From an optimization exercise on the open Yosys and OpenROAD flow, aimed at small area, a short achievable clock period and few clock cycles; shortcuts taken in it are not production practice. For this run, only the layout was checked, not whether the RTL still works.

===== flow/config.mk =====
export PLATFORM = sky130hd
export DESIGN_NAME = s2_codec
export DESIGN_NICKNAME = s2_codec
export VERILOG_FILES = /design/flow/design.v
export SDC_FILE = /design/flow/constraint.sdc
export NUM_CORES = 4
export LEC_CHECK = 0
export CAP_MARGIN = 20
export CORE_MARGIN = 2
export CORE_UTILIZATION = 40
export CTS_CLUSTER_DIAMETER = 60
export CTS_CLUSTER_SIZE = 25
export PLACE_DENSITY = 0.6
export SLEW_MARGIN = 20

===== flow/constraint.sdc =====
create_clock -name core_clock -period 20.0 [get_ports {clk}]
set_input_delay 4.0000 -clock core_clock [delete_from_list [all_inputs] [get_ports {clk}]]
set_output_delay 4.0000 -clock core_clock [all_outputs]
set_load 0.01 [all_outputs]

===== flow/design.v =====
module s2_codec #(
    parameter [32:0] MEM_SIZE = 33'h0_0001_0000
) (
    input  wire        clk,
    input  wire        rst,
    input  wire        wr_en,
    input  wire [3:0]  wr_addr,
    input  wire [31:0] wr_data,
    input  wire [3:0]  rd_addr,
    output reg  [31:0] rd_data,
    output wire        busy,
    output reg         mem_req,
    output reg         mem_we,
    output wire [31:0] mem_addr,
    output reg  [7:0]  mem_wdata,
    input  wire [7:0]  mem_rdata
);
    localparam [127:0] KEY_ADK = 128'hF42E82F6_F91B9BB4_F84B6730_BDC28CBD;
    localparam [127:0] KEY_DNG = 128'h6BDBE8CB_B8AA00A1_0A4FF0D9_CA4659C9;
    function [31:0] crc_inv(input [31:0] r, input [7:0] d);
        integer k;
        reg [31:0] c;
        begin
            c = ~r ^ {24'd0, d};
            for (k = 0; k < 8; k = k + 1)
                c = c[0] ? ((c >> 1) ^ 32'hEDB88320) : (c >> 1);
            crc_inv = ~c;
        end
    endfunction
    function [30:0] rotl(input [30:0] x, input integer k);
        rotl = (x << k) | (x >> (31 - k));
    endfunction
    function [61:0] csa(input [30:0] x, input [30:0] y, input [30:0] z);
        reg [30:0] s, c;
        begin
            s = x ^ y ^ z;
            c = (x & y) | (x & z) | (y & z);
            csa = {rotl(c, 1), s};
        end
    endfunction
    function [30:0] eac_add(input [30:0] x, input [30:0] y);
        integer l, i;
        reg [30:0] g, p, gg, pp, c;
        begin
            g = x & y;
            p = x ^ y;
            gg = g; pp = p;
            for (l = 0; l < 5; l = l + 1)
                for (i = 0; i < 31; i = i + 1)
                    if ((i >> l) & 1) begin
                        gg[i] = gg[i] | (pp[i] & gg[((i >> l) << l) - 1]);
                        pp[i] = pp[i] & pp[((i >> l) << l) - 1];
                    end
            c[0] = gg[30];
            for (i = 1; i < 31; i = i + 1)
                c[i] = gg[i-1] | (pp[i-1] & gg[30]);
            eac_add = p ^ c;
        end
    endfunction
    function [30:0] pm_next(input [30:0] s);
        reg [61:0] r1, r2, r3, r4;
        begin
            r1 = csa(rotl(s, 14), rotl(s, 9), ~rotl(s, 7));
            r2 = csa(rotl(s, 5), rotl(s, 3), ~s);
            r3 = csa(r1[30:0], r1[61:31], r2[30:0]);
            r4 = csa(r3[30:0], r3[61:31], r2[61:31]);
            pm_next = eac_add(r4[30:0], r4[61:31]);
        end
    endfunction
    function [32:0] radd(input [31:0] x, input [31:0] z, input ci);
        integer i;
        reg c;
        reg [31:0] s;
        begin
            c = ci;
            for (i = 0; i < 32; i = i + 1) begin
                s[i] = x[i] ^ z[i] ^ c;
                c = (x[i] & z[i]) | (x[i] & c) | (z[i] & c);
            end
            radd = {c, s};
        end
    endfunction
    function rlt(input [31:0] x, input [31:0] z);
        integer i;
        reg c;
        begin
            c = 1'b1;
            for (i = 0; i < 32; i = i + 1)
                c = (x[i] & ~z[i]) | (x[i] & c) | (~z[i] & c);
            rlt = ~c;
        end
    endfunction
    function [30:0] condition(input [30:0] s_in);
        integer i;
        reg [30:0] s;
        reg [4:0] p;
        begin
            s = s_in;
            p = 5'd0;
            for (i = 0; i < 31; i = i + 1)
                p = p + {4'd0, s[i]};
            if (p < 5'd8) begin
                s[12] = 1'b1;
                if (p < 5'd7) s[23] = 1'b1;
                if (p < 5'd6) s[10] = 1'b1;
                if (p < 5'd5) s[25] = 1'b1;
                if (p < 5'd4) s[8]  = 1'b1;
                if (p < 5'd3) s[27] = 1'b1;
                if (p < 5'd2) s[6]  = 1'b1;
                if (p < 5'd1) s[29] = 1'b1;
            end
            if (p > 5'd24) begin
                s[12] = 1'b0;
                if (p < 5'd31) s[23] = 1'b0;
                if (p < 5'd30) s[10] = 1'b0;
                if (p < 5'd29) s[25] = 1'b0;
                if (p < 5'd28) s[8]  = 1'b0;
                if (p < 5'd27) s[27] = 1'b0;
                if (p < 5'd26) s[6]  = 1'b0;
            end
            condition = s;
        end
    endfunction
    reg [31:0] r_cmd, r_src, r_slen, r_dst, r_dlen, r_key, r_arg;
    reg [31:0] r_result;
    reg [30:0] r_prng;
    reg        st_busy, st_done;
    reg [1:0]  st_err;
    assign busy = st_busy;
    wire [31:0] status = st_busy ? 32'h0000_0001 :
                         {16'd0, 6'd0, st_err, 5'd0, (st_err != 2'd0), st_done, 1'b0};
    always @(*) begin
        case (rd_addr)
            4'h0: rd_data = r_cmd;
            4'h1: rd_data = status;
            4'h2: rd_data = r_src;
            4'h3: rd_data = r_slen;
            4'h4: rd_data = r_dst;
            4'h5: rd_data = r_dlen;
            4'h6: rd_data = r_key;
            4'h7: rd_data = r_arg;
            4'h8: rd_data = r_result;
            4'hA: rd_data = {1'b0, r_prng};
            default: rd_data = 32'd0;
        endcase
    end
    localparam [4:0]
        S_IDLE  = 5'd0,
        S_DEC   = 5'd1,
        S_CRC   = 5'd2,    
        S_COND  = 5'd3,    
        S_STEP  = 5'd4,    
        S_WB    = 5'd5,    
        S_FILL  = 5'd6,
        S_KGWR  = 5'd7,
        S_L1    = 5'd8,
        S_ARD   = 5'd9,
        S_AWR   = 5'd10,
        S_SKIP  = 5'd11,
        S_L2    = 5'd12,
        S_P2    = 5'd13,
        S_ST    = 5'd14,
        S_STR   = 5'd15,
        S_DIV   = 5'd16,
        S_BCHK  = 5'd17,
        S_BK    = 5'd18,
        S_BMOD  = 5'd19,
        S_BGEN  = 5'd20,
        S_BRD   = 5'd21,
        S_BWR   = 5'd22,
        S_DEC2  = 5'd23,
        S_BKR   = 5'd24,
        S_FW    = 5'd25,
        S_BADD  = 5'd26;
    reg [4:0]  state;
    reg        sub;           
    reg        rv;            
    reg [31:0] acc;
    reg [30:0] gs;
    reg [16:0] off;
    reg [7:0]  j;
    reg [6:0]  l1;            
    reg [3:0]  l2;            
    reg        pb;            
    wire [7:0] op      = r_cmd[7:0];
    wire       kg_rand = r_cmd[8];
    wire       kg_game = r_cmd[9];
    wire       is_kg   = (op == 8'h05);
    wire       is_obf  = (op == 8'h06);
    wire [30:0] nxt = pm_next(acc[30:0]);
    wire [16:0] n   = r_slen[16:0];
    wire        slen_z  = (r_slen == 32'd0);
    wire        dlen_z  = (r_dlen == 32'd0);
    wire [32:0] src_e   = radd({15'd0, r_src[16:0]}, {15'd0, r_slen[16:0]}, 1'b0);
    wire [32:0] dst_e   = radd({15'd0, r_dst[16:0]}, {15'd0, r_dlen[16:0]}, 1'b0);
    wire [17:0] src_end = src_e[17:0];
    wire [17:0] dst_end = dst_e[17:0];
    wire        src_ok  = slen_z || ((r_src[31:17] == 15'd0) && (r_slen[31:17] == 15'd0) &&
                                     !src_end[17] && (!src_end[16] || (src_end[15:0] == 16'd0)));
    wire        dst_ok  = dlen_z || ((r_dst[31:17] == 15'd0) && (r_dlen[31:17] == 15'd0) &&
                                     !dst_end[17] && (!dst_end[16] || (dst_end[15:0] == 16'd0)));
    wire [31:0] b       = is_kg ? r_dst : r_key;
    wire        b_ok    = (b[31:16] == 16'd0) && !((b[15:4] == 12'hFFF) && (b[3:0] != 4'd0));
    wire [32:0] d_s     = radd({16'd0, b[15:0]}, {15'd0, ~r_src[16:0]}, 1'b1);
    wire [17:0] d       = {~d_s[17], d_s[16:0]};      
    wire        d_neg   = d[17];
    wire        d_lo    = !slen_z &&
                          (!d_neg || ((d[16:4] == 13'h1FFF) && (d[3:0] != 4'd0)));
    reg         f_src, f_dst, f_b, f_dlo, f_neg;
    wire        f_ovl   = f_dlo && (f_neg || rlt({15'd0, off}, {15'd0, r_slen[16:0]}));
    wire        illegal = (r_cmd[31:10] != 22'd0) || (op > 8'h06) ||
                          ((r_cmd[9:8] != 2'b00) && !is_kg);
    reg  [1:0]  dec_err;
    always @(*) begin
        dec_err = 2'd0;
        if (illegal)
            dec_err = 2'd1;
        else if (op == 8'h01) begin
            if (!f_src) dec_err = 2'd2;
        end else if (op == 8'h04) begin
            if (!f_dst) dec_err = 2'd2;
        end else if (is_kg) begin
            if (kg_rand && !f_src) dec_err = 2'd2;
            else if (!f_b) dec_err = 2'd2;
            else if (kg_rand && f_ovl) dec_err = 2'd3;
        end else if (is_obf) begin
            if (!f_src) dec_err = 2'd2;
            else if (!f_b) dec_err = 2'd2;
            else if (f_ovl) dec_err = 2'd3;
        end
    end
    wire        crc_key  = is_obf || sub;               
    wire [16:0] crc_len  = crc_key ? 17'd16 : n;
    wire        crc_iss  = (off != crc_len);
    wire        b_live   = rlt({15'd0, off}, {15'd0, n});
    wire        a_live   = (off != n);
    reg  [15:0] aq;
    reg  [1:0]  a_sel;       
    reg  [1:0]  b_sel;       
    always @(*) begin
        a_sel = 2'd0;
        b_sel = 2'd0;
        case (state)
            S_DEC2: a_sel = is_obf ? 2'd3 :
                            ((op[2:0] == 3'd4) || (is_kg && !kg_rand)) ? 2'd2 : 2'd1;
            S_CRC:  if (crc_iss) b_sel = 2'd1;
                    else a_sel = is_obf ? 2'd1 : 2'd2;
            S_FW, S_AWR: b_sel = 2'd1;
            S_KGWR: if (off[3:0] == 4'd15) a_sel = 2'd2; else b_sel = 2'd1;
            S_BCHK: begin a_sel = 2'd3; b_sel = 2'd3; end
            S_BKR:  begin a_sel = 2'd1; b_sel = 2'd2; end
            default: ;
        endcase
    end
    reg  [15:0] a_op, b_op;
    always @(*) begin
        case (a_sel)
            2'd0: a_op = aq;
            2'd1: a_op = r_src[15:0];
            2'd2: a_op = r_dst[15:0];
            default: a_op = r_key[15:0];
        endcase
        case (b_sel)
            2'd0: b_op = 16'd0;
            2'd1: b_op = 16'd1;
            2'd2: b_op = off[15:0];
            default: b_op = {12'd0, off[3:0]};
        endcase
    end
    wire [32:0] a_lo  = radd({24'd0, a_op[7:0]}, {24'd0, b_op[7:0]}, 1'b0);
    wire [32:0] a_h0  = radd({24'd0, a_op[15:8]}, {24'd0, b_op[15:8]}, 1'b0);
    wire [32:0] a_h1  = radd({24'd0, a_op[15:8]}, {24'd0, b_op[15:8]}, 1'b1);
    wire [15:0] a_sum = {a_lo[8] ? a_h1[7:0] : a_h0[7:0], a_lo[7:0]};
    always @(posedge clk) aq <= a_sum[15:0];
    assign mem_addr = {16'd0, aq};
    wire [127:0] kconst = kg_game ? KEY_DNG : KEY_ADK;
    wire [7:0]   kbyte  = kconst[{off[3:0], 3'b000} +: 8];
    always @(*) begin
        mem_req   = 1'b0;
        mem_we    = 1'b0;
        mem_wdata = acc[7:0];
        case (state)
            S_CRC:  mem_req = crc_iss;
            S_FW:   begin mem_req = 1'b1; mem_we = 1'b1; end
            S_KGWR: begin
                mem_req = 1'b1; mem_we = 1'b1;
                mem_wdata = kbyte ^ (kg_rand ? acc[7:0] : 8'd0);
            end
            S_ARD:  mem_req = a_live;
            S_BRD:  mem_req = 1'b1;
            S_BKR: mem_req = 1'b1;
            S_AWR, S_BWR: begin
                mem_req = 1'b1; mem_we = 1'b1;
                mem_wdata = mem_rdata ^ acc[7:0];
            end
            default: ;
        endcase
    end
    wire        lower   = is_kg && !sub;
    wire        up      = (mem_rdata >= 8'h41) && (mem_rdata <= 8'h5A);
    wire [7:0]  crc_d   = mem_rdata | {2'b00, lower && up, 5'd0};
    wire [31:0] crc_nx  = crc_inv(acc, crc_d);
    wire [32:0] off_s   = radd({15'd0, off}, (state == S_BADD) ? {18'd0, 1'b1, acc[12:0]} : 32'd1, 1'b0);
    wire [16:0] off_inc = off_s[16:0];
    wire [32:0] j_s     = radd({24'd0, j}, 32'd1, 1'b0);
    wire [7:0]  j_inc   = j_s[7:0];
    wire        j_l1    = (j_inc == {1'b1, l1});            
    wire [17:0] rsh     = {off, acc[30]};
    wire [32:0] rd_s    = radd({14'd0, rsh}, {14'd0, ~{1'b0, n}}, 1'b1);
    wire [17:0] rdiff   = rd_s[17:0];
    wire        r_ge    = rd_s[18];
    wire [32:0] jd_s    = radd({24'd0, j}, {24'd0, ~{3'b000, 1'b1, l2}}, 1'b0);
    wire [7:0]  jdiff   = jd_s[7:0];
    wire        j_ge    = jd_s[8];
    wire        hw    = wr_en && !st_busy;
    wire [31:0] wd    = wr_data & {32{~rst}};
    wire        wb    = (state == S_WB);
    wire        wb_res  = wb && (op[2:0] != 3'd4);
    wire        wb_prng = wb && (op[2:0] == 3'd2 || op[2:0] == 3'd3 || op[2:0] == 3'd4);
    wire        hw_prng = hw && (wr_addr == 4'hA) && !rst;
    always @(posedge clk) begin
        if (rst || (hw && wr_addr == 4'h0)) r_cmd  <= wd;
        if (rst || (hw && wr_addr == 4'h2)) r_src  <= wd;
        if (rst || (hw && wr_addr == 4'h3)) r_slen <= wd;
        if (rst || (hw && wr_addr == 4'h4)) r_dst  <= wd;
        if (rst || (hw && wr_addr == 4'h5)) r_dlen <= wd;
        if (rst || (hw && wr_addr == 4'h6)) r_key  <= wd;
        if (rst || (hw && wr_addr == 4'h7)) r_arg  <= wd;
        if (rst || wb_res) r_result <= acc & {32{~rst}};
        if (rst || hw_prng || wb_prng)
            r_prng <= hw_prng ? {wd[30:1], wd[0] | (wr_data[30:0] == 31'd0)} :
                      {acc[30:1] & {30{~rst}}, acc[0] | rst};
    end
    task finish;
        begin
            st_busy <= 1'b0;
            st_done <= 1'b1;
            state   <= S_IDLE;
        end
    endtask
    always @(posedge clk) begin
        if (rst) begin
            st_busy  <= 1'b0;
            st_done  <= 1'b0;
            st_err   <= 2'd0;
            state    <= S_IDLE;
        end else begin
            if (wr_en && !st_busy) begin
                case (wr_addr)
                    4'h0: begin
                        st_busy <= 1'b1;
                        st_done <= 1'b0;
                        st_err  <= 2'd0;
                        state   <= S_DEC;
                    end
                    default: ;
                endcase
            end
            rv <= 1'b0;
            case (state)
                S_IDLE: ;
                S_DEC: begin
                    f_src <= src_ok;
                    f_dst <= dst_ok;
                    f_b   <= b_ok;
                    f_dlo <= d_lo;
                    f_neg <= d_neg;
                    off   <= d[16:0];
                    state <= S_DEC2;
                end
                S_DEC2: begin
                    off <= 17'd0;
                    sub <= 1'b0;
                    acc <= 32'd0;
                    if (dec_err != 2'd0) begin
                        st_err <= dec_err;
                        finish;
                    end else begin
                        case (op[2:0])
                            3'd1: state <= S_CRC;
                            3'd2: begin acc <= r_arg; state <= S_COND; end
                            3'd3: begin acc <= {1'b0, r_prng}; state <= S_STEP; end
                            3'd4: begin
                                acc <= {1'b0, r_prng};
                                if (dlen_z) finish; else state <= S_FILL;
                            end
                            3'd5: state <= kg_rand ? S_CRC : S_KGWR;
                            3'd6: if (slen_z) finish; else state <= S_CRC;
                            default: finish;
                        endcase
                    end
                end
                S_CRC: begin
                    if (crc_iss) off <= off_inc;
                    rv <= crc_iss;
                    if (rv) acc <= crc_nx;
                    if (!crc_iss) begin
                        off <= 17'd0;
                        if (is_obf || (is_kg && !sub)) state <= S_COND;
                        else state <= S_WB;
                    end
                end
                S_COND: begin
                    acc <= {1'b0, condition(acc[30:0])};
                    if (is_obf) state <= S_L1;
                    else if (is_kg) state <= S_STEP;
                    else state <= S_WB;
                end
                S_STEP: begin
                    acc <= {1'b0, nxt};
                    if (is_kg) state <= S_KGWR;
                    else state <= S_WB;
                end
                S_WB: begin
                    finish;
                end
                S_FILL: begin
                    if (off == r_dlen[16:0]) state <= S_WB;
                    else begin
                        acc   <= {1'b0, nxt};
                        state <= S_FW;
                    end
                end
                S_FW: begin
                    off   <= off_inc;
                    state <= S_FILL;
                end
                S_KGWR: begin
                    off <= off_inc;
                    acc <= {1'b0, nxt};
                    if (off[3:0] == 4'd15) begin
                        off   <= 17'd0;
                        acc   <= 32'd0;
                        sub   <= 1'b1;
                        state <= S_CRC;
                    end
                end
                S_L1: begin
                    acc   <= {1'b0, nxt};
                    gs    <= nxt;
                    l1    <= nxt[6:0];
                    j     <= 8'd0;
                    state <= S_ARD;
                end
                S_ARD: begin
                    if (a_live) begin
                        acc   <= {1'b0, nxt};
                        state <= S_AWR;
                    end else
                        state <= S_SKIP;
                end
                S_AWR: begin
                    off   <= off_inc;
                    state <= S_ARD;
                    if (j_l1) begin j <= 8'd0; acc <= {1'b0, gs}; end
                    else j <= j_inc;
                end
                S_SKIP: begin
                    acc <= {1'b0, nxt};
                    j   <= j_inc;
                    if (j_l1) state <= S_L2;
                end
                S_L2: begin
                    acc   <= {1'b0, nxt};
                    gs    <= nxt;
                    l2    <= nxt[3:0];
                    j     <= 8'd0;
                    pb    <= 1'b0;
                    state <= S_P2;
                end
                S_P2: begin
                    acc <= {1'b0, nxt};
                    j   <= j_inc;
                    if (j[4:0] == {1'b1, l2}) state <= S_ST;
                end
                S_ST: begin
                    acc   <= {1'b0, nxt};
                    state <= S_STR;
                end
                S_STR: begin
                    if (pb) begin
                        acc   <= {1'b0, nxt};      
                        state <= S_BADD;
                    end else begin
                        off   <= 17'd0;
                        j     <= 8'd0;
                        state <= S_DIV;
                    end
                end
                S_BADD: begin
                    off   <= off_inc;
                    state <= S_BCHK;
                end
                S_DIV: begin
                    acc <= {acc[30:0], 1'b0};
                    off <= r_ge ? rdiff[16:0] : rsh[16:0];
                    j   <= j_inc;
                    if (j[4:0] == 5'd30) state <= S_BCHK;
                end
                S_BCHK: begin
                    if (b_live) state <= S_BKR;
                    else finish;
                end
                S_BKR: state <= S_BK;
                S_BK: begin
                    j     <= mem_rdata ^ off[7:0];
                    state <= S_BMOD;
                end
                S_BMOD: begin
                    if (j_ge) j <= jdiff;
                    else begin
                        j     <= ~j;
                        acc   <= {1'b0, gs};
                        state <= S_BGEN;
                    end
                end
                S_BGEN: begin
                    acc <= {1'b0, nxt};
                    j   <= j_inc;
                    if (j == 8'hFF) state <= S_BRD;
                end
                S_BRD: state <= S_BWR;
                S_BWR: begin
                    acc   <= {1'b0, gs};
                    j     <= 8'd0;
                    pb    <= 1'b1;
                    state <= S_P2;
                end
                default: state <= S_IDLE;
            endcase
        end
    end
endmodule

===== flow/flow/run.sh =====
#!/bin/bash
# The standard layout (the standard.sh, unchanged synthesis and steps) with
# two knobs: repair_timing is asked for a larger setup margin, so that it also
# sizes the paths through the ports, and buffer_ports uses a small fast buffer.
# Make's full output goes to make.log.
set -euo pipefail
bash standard.sh SETUP_SLACK_MARGIN=10.45 "BUFFER_PORTS_ARGS=-buffer_cell sky130_fd_sc_hd__buf_2" finish > make.log 2>&1

===== flow/standard.sh =====
#!/bin/bash
# synth_recipe.tcl (not shown) runs the flow's synth.tcl, then flattens the netlist and writes it again
# the make line also repeats each setting of config.mk as NAME=value (left out here)
make -C /OpenROAD-flow-scripts/flow DESIGN_CONFIG=/design/flow/config.mk WORK_HOME=/design/flow/orfs CLKGATE_MAP_FILE= SYNTH_SCRIPT=/design/flow/synth_recipe.tcl "${@:-finish}"

==> notes.md <==
-- cell families (layout without fill, tap and decap cells) --
| family | count (synthesis) | count (layout) |
|---|---|---|
| other | 1 | 17 |
| DFF | 419 | 419 |
| buffers and inverters | 393 | 504 |
| adders and majority gates | 327 | 327 |
| xor gates and xnor gates | 145 | 145 |
| AOI/OAI and AO/OA | 667 | 667 |
| and+or+nand+nor | 717 | 718 |
| muxes | 114 | 114 |
-- synth_stat cells, drive strengths merged (11+ instances only) --
| cell | count |
|---|---|
| a211oi | 15 |
| a21o | 20 |
| a21oi | 119 |
| a221o | 15 |
| a221oi | 32 |
| a222oi | 38 |
| a22oi | 125 |
| a31oi | 20 |
| and3 | 11 |
| buf | 40 |
| clkbuf | 118 |
| dfxtp | 25 |
| edfxtp | 394 |
| fa | 234 |
| ha | 93 |
| inv | 233 |
| mux2 | 56 |
| mux2i | 56 |
| nand2 | 180 |
| nand2b | 41 |
| nand3 | 53 |
| nand4 | 26 |
| nor2 | 183 |
| nor2b | 53 |
| nor3 | 36 |
| nor3b | 11 |
| nor4 | 58 |
| o211ai | 28 |
| o21a | 19 |
| o21ai | 119 |
| o221ai | 19 |
| o22ai | 21 |
| or2 | 13 |
| xnor2 | 109 |
| xor2 | 36 |
-- layout by cell type (no fill, tap or decap), types with 30 or more instances in the layout --
| master | count |
|---|---|
| sky130_fd_sc_hd__nor3_1 | 30 |
| sky130_fd_sc_hd__a21oi_1 | 116 |
| sky130_fd_sc_hd__buf_4 | 75 |
| sky130_fd_sc_hd__mux2_2 | 54 |
| sky130_fd_sc_hd__nand2b_1 | 37 |
| sky130_fd_sc_hd__inv_1 | 233 |
| sky130_fd_sc_hd__nor2_1 | 171 |
| sky130_fd_sc_hd__nor4_1 | 58 |
| sky130_fd_sc_hd__nand2_1 | 177 |
| sky130_fd_sc_hd__a222oi_1 | 38 |
| sky130_fd_sc_hd__a22oi_1 | 122 |
| sky130_fd_sc_hd__mux2i_1 | 56 |
| sky130_fd_sc_hd__fa_1 | 234 |
| sky130_fd_sc_hd__clkbuf_16 | 40 |
| sky130_fd_sc_hd__nand3_1 | 51 |
| sky130_fd_sc_hd__buf_2 | 103 |
| sky130_fd_sc_hd__o21ai_0 | 99 |
| sky130_fd_sc_hd__xnor2_1 | 106 |
| sky130_fd_sc_hd__ha_1 | 93 |
| sky130_fd_sc_hd__nor2b_1 | 53 |
| sky130_fd_sc_hd__edfxtp_1 | 394 |
| sky130_fd_sc_hd__xor2_1 | 35 |
-- layer usage --
metal | track usage | up-vias
met4 | 0.141 | 0
li1 | - | 10442
met1 | 0.429 | 12671
met2 | 0.502 | 1621
met3 | 0.0557 | 322
met5 | 0 | -
-- final timing paths --
check                           startpoint    endpoint
worst max-delay path            rd_addr[2]  rd_data[0]
worst min-delay path             st_err[0]   st_err[0]
worst max register to register    r_cmd[2]       f_dlo
worst min register to register   st_err[0]   st_err[0]
-- repair_timing --
action                     CTS  global route
hold buffers                 0             0
pin swaps                   11            12
resized for setup           35            34
cloned                       2             0
setup endpoints to repair   32            33
buffers inserted            20             5
-- area by class of cell --
type / instances / area [µm²] / area share
well taps: 1030 / 1290 / 0.0375
repair buffers: 196 / 1380 / 0.0400
multi-input cells: 1987 / 17100 / 0.497
flip-flops and latches: 419 / 12300 / 0.359
clock inverters: 32 / 428 / 0.0124
clock buffers: 41 / 1000 / 0.0292
diodes: 1 / 2.50 / 0.0000728
inverters: 235 / 882 / 0.0256
-- state kept, by name (all words and copies together) (netlist names), 2 cells and up --
name,count
st_err,2
aq,16
state,5
r_prng,31
l2,4
r_src,32
l1,7
gs,31
j,8
r_cmd,32
r_arg,32
r_dlen,32
r_result,32
r_slen,32
off,17
acc,32
r_key,32
r_dst,32
-- worst register-to-register path, cell delays in order (launching register included) --
cell and delay (ps):
sky130_fd_sc_hd__edfxtp_1 730, sky130_fd_sc_hd__nor4b_4 480, sky130_fd_sc_hd__nand3_4 420, sky130_fd_sc_hd__mux2i_1 260
sky130_fd_sc_hd__ha_1 230, sky130_fd_sc_hd__fa_1 380, sky130_fd_sc_hd__inv_1 90, sky130_fd_sc_hd__fa_1 210
sky130_fd_sc_hd__fa_1 180, sky130_fd_sc_hd__inv_1 50, sky130_fd_sc_hd__fa_1 370, sky130_fd_sc_hd__inv_1 100
sky130_fd_sc_hd__fa_1 170, sky130_fd_sc_hd__inv_1 60, sky130_fd_sc_hd__fa_1 420, sky130_fd_sc_hd__fa_1 440
sky130_fd_sc_hd__fa_1 440, sky130_fd_sc_hd__fa_1 430, sky130_fd_sc_hd__fa_1 430, sky130_fd_sc_hd__fa_1 440
sky130_fd_sc_hd__fa_1 440, sky130_fd_sc_hd__fa_1 430, sky130_fd_sc_hd__fa_1 420, sky130_fd_sc_hd__fa_1 520
sky130_fd_sc_hd__nor4_1 370, sky130_fd_sc_hd__nand3_1 210, sky130_fd_sc_hd__a21oi_1 180
-- per-stage QoR --
stage                      util  std cells  worst slack [ps]  instance area, µm²  hold WS [ps]
after floorplan               -       2798             10550               30700           470
after global placement    0.427       3840              9470               32400           528
after detailed placement  0.427       3840              9420               32400           561
after CTS                 0.451       3935             10440               34200           576
after global routing      0.453       3940             10410               34400           605
final                     0.453       3941             10410               34400           579
==> results by group <==
Run status
  – Outcome: timing/DRC/antenna clean

Floorplan
  – Die width: between 200 and 300 µm
  – Number of primary I/O pins: approximately 130
  – Die height: 281 µm
  – Starting density of the core: 0.404
  – Area of the core region: approximately 0.076 mm²
  – Die ar.: roughly 0.079 mm²
  – Number of rows created at floorplan: between 100 and 150

Routing
  – Final WL: 126,000 µm
  – Number of remaining DRC errors: 0
  – Highest layer used for signal routing: met4
  – Starting DRT DRC Count: 3,508
  – Post-detailed-route via-to-cell ratio: between 6 and 7
  – Detailed-route wire length per cell: about 32 µm
  – Met2 layer wire length in the routed design: about 57,000 µm
  – Final ANT Viol Nets: 0
  – DR pass1 iterations: 10
  – Overall via count from detail_route: roughly 25,000
  – Detailed-routing wirelength on met1: roughly 50,000 µm
  – Detail Route met3 WL: around 12,000 µm

Setup path
  – Instance count on the critical path: 7
  – Top Family by Delay on Critical Path: simple AND/OR/NAND/NOR gates
  – Worst R2R Setup Slack: between 10,000 and 15,000 ps
  – R2R cell count: 26
  – CP Launch Type: input port
  – Worst Setup Path Type: in2out
  – Setup crit end kind: primary output
  – WP buf/inv: 3
  – Required time worst endpoint: ~16,000 ps
  – Worst-path fanout max: 6
  – CP Cell Sequence: buf_12 > or2_4 > nor3_4 > buf_6 > a22oi_1 > nand4_1 > buf_2
  – Endpoint arrival time on the critical path: approximately 5600 ps
  – Slowest cell delay on critical path: 340 ps
  – Critical-path cell with the highest stage delay: sky130_fd_sc_hd__nand4_1

Clocking
  – CTS tree: yes
  – H-Tree Depth: 2
  – Clock transition at path regs: about 90 ps
  – Worst skew pair latency: around 630 ps
  – Buffer depth of the longest clock path: 3
  – CTS Root Cell: sky130_fd_sc_hd__clkbuf_16
  – Number of buffers added by the clock tree synthesis step: 40
  – Clk sink count: 419

GRT
  – Total GRT Usage: 0.318
  – Vias in the first global route: between 20,000 and 30,000
  – Largest net degree at the start of global routing: slightly above 70
  – Residual overflow from global routing: 0
  – Global-route wire length before repair: between 150,000 and 200,000 µm
  – Number of antenna violations at the first check in global routing: 3

Synthesis
  – Area of the mapped netlist: between 0.03 and 0.04 mm²
  – Unique cell type count in the Yosys netlist: between 90 and 100
  – Instance count of the mapped netlist: 2,783
  – Top cells by area, synth: sky130_fd_sc_hd__edfxtp_1, sky130_fd_sc_hd__fa_1, sky130_fd_sc_hd__ha_1, sky130_fd_sc_hd__xnor2_1, sky130_fd_sc_hd__a22oi_1
  – Portion of netlist area occupied by mux cells: 0.0403
  – Adder and majority cell fraction of the synthesized area: 0.191
  – Simple logic cell fraction of the synthesized area: 0.118
  – Cell type with the largest total area after synthesis: sky130_fd_sc_hd__edfxtp_1
  – Proportion of synthesized chip area in sequential cells: 0.402
  – Most common flop cell mapped by yosys: sky130_fd_sc_hd__edfxtp_1
  – Synthesis-stage register bit count: between 400 and 500
  – Largest family of logic cells by synthesized area: adder cells
  – Yosys warning total: 1
  – Synthesized-area fraction occupied by ao, oa, aoi and oai cells: 0.155
  – Ys async rst share: 0
  – Share of Yosys cell area claimed by the top area cell type: 0.386
  – Average footprint of a synthesized cell: approximately 11 µm²
  – Post-synth EDFFs: 394
  – Xor and xnor fraction of the mapped netlist area: 0.0426

Timing
  – Final critical delay including setup and external delays: 9590 ps
  – Final worst path period share: 0.480
  – Final Hold Viols: 0
  – Max-slew headroom at the worst pin: 0.220
  – Clock tree skew after final layout: around 46 ps
  – Sum of negative setup slack: 0 ps
  – Number of pins exceeding their max-slew limit in the final report: 0
  – Final setup fails: 0
  – Unrepaired setup endpoints after global routing: yes
  – Timing-limited maximum frequency: ~100 MHz
  – Worst-margin pin slew: between 1000 and 1500 ps

Final layout
  – Relative area change from synthesis to final layout: 12.1%
  – Fill count: approximately 7,000
  – Share of final-layout standard cells stronger than drive strength 1: 0.140
  – Number of nets in the finished design: 3,257

Placement
  – Port Buffers: approximately 110
  – Final weighted congestion in routability-driven placement: between 1 and 1.5
  – Half-perimeter wire length of the detailed placement result: ~94,000 µm

Min path
  – Worst min-delay path class: reg2reg
  – Count of cells along the worst hold path: 2

Run
  – Number of max-cap violations: 0

## re-timing with driven ports
In the flow no input, the clock included, has a driving cell. The finished layout below was timed again as built, in two steps. Step 1: set_driving_cell puts a clkbuf_16 on clk and a buf_2 on each other input, an assumption about the parent block. Step 2 also shifts input and output timing later by t, the mid clock arrival at the registers, as if the neighbouring blocks saw the same clock. Slacks: ideal ports / drivers / drivers and shift; pairs: ideal ports / drivers.
t (ns): 0.684
slack for setup (ns): 10.406 / 10.291 / 10.291
hold slack, ns: 0.579 / 0.579 / 0.579
worst data-port slew with drivers (ns): 0.23
pins driven straight from the clock port: 1
After both steps this run still meets setup and hold. For this run, drivers alone change the setup slack by -0.115 ns; drivers and shift together by -0.115 ns.
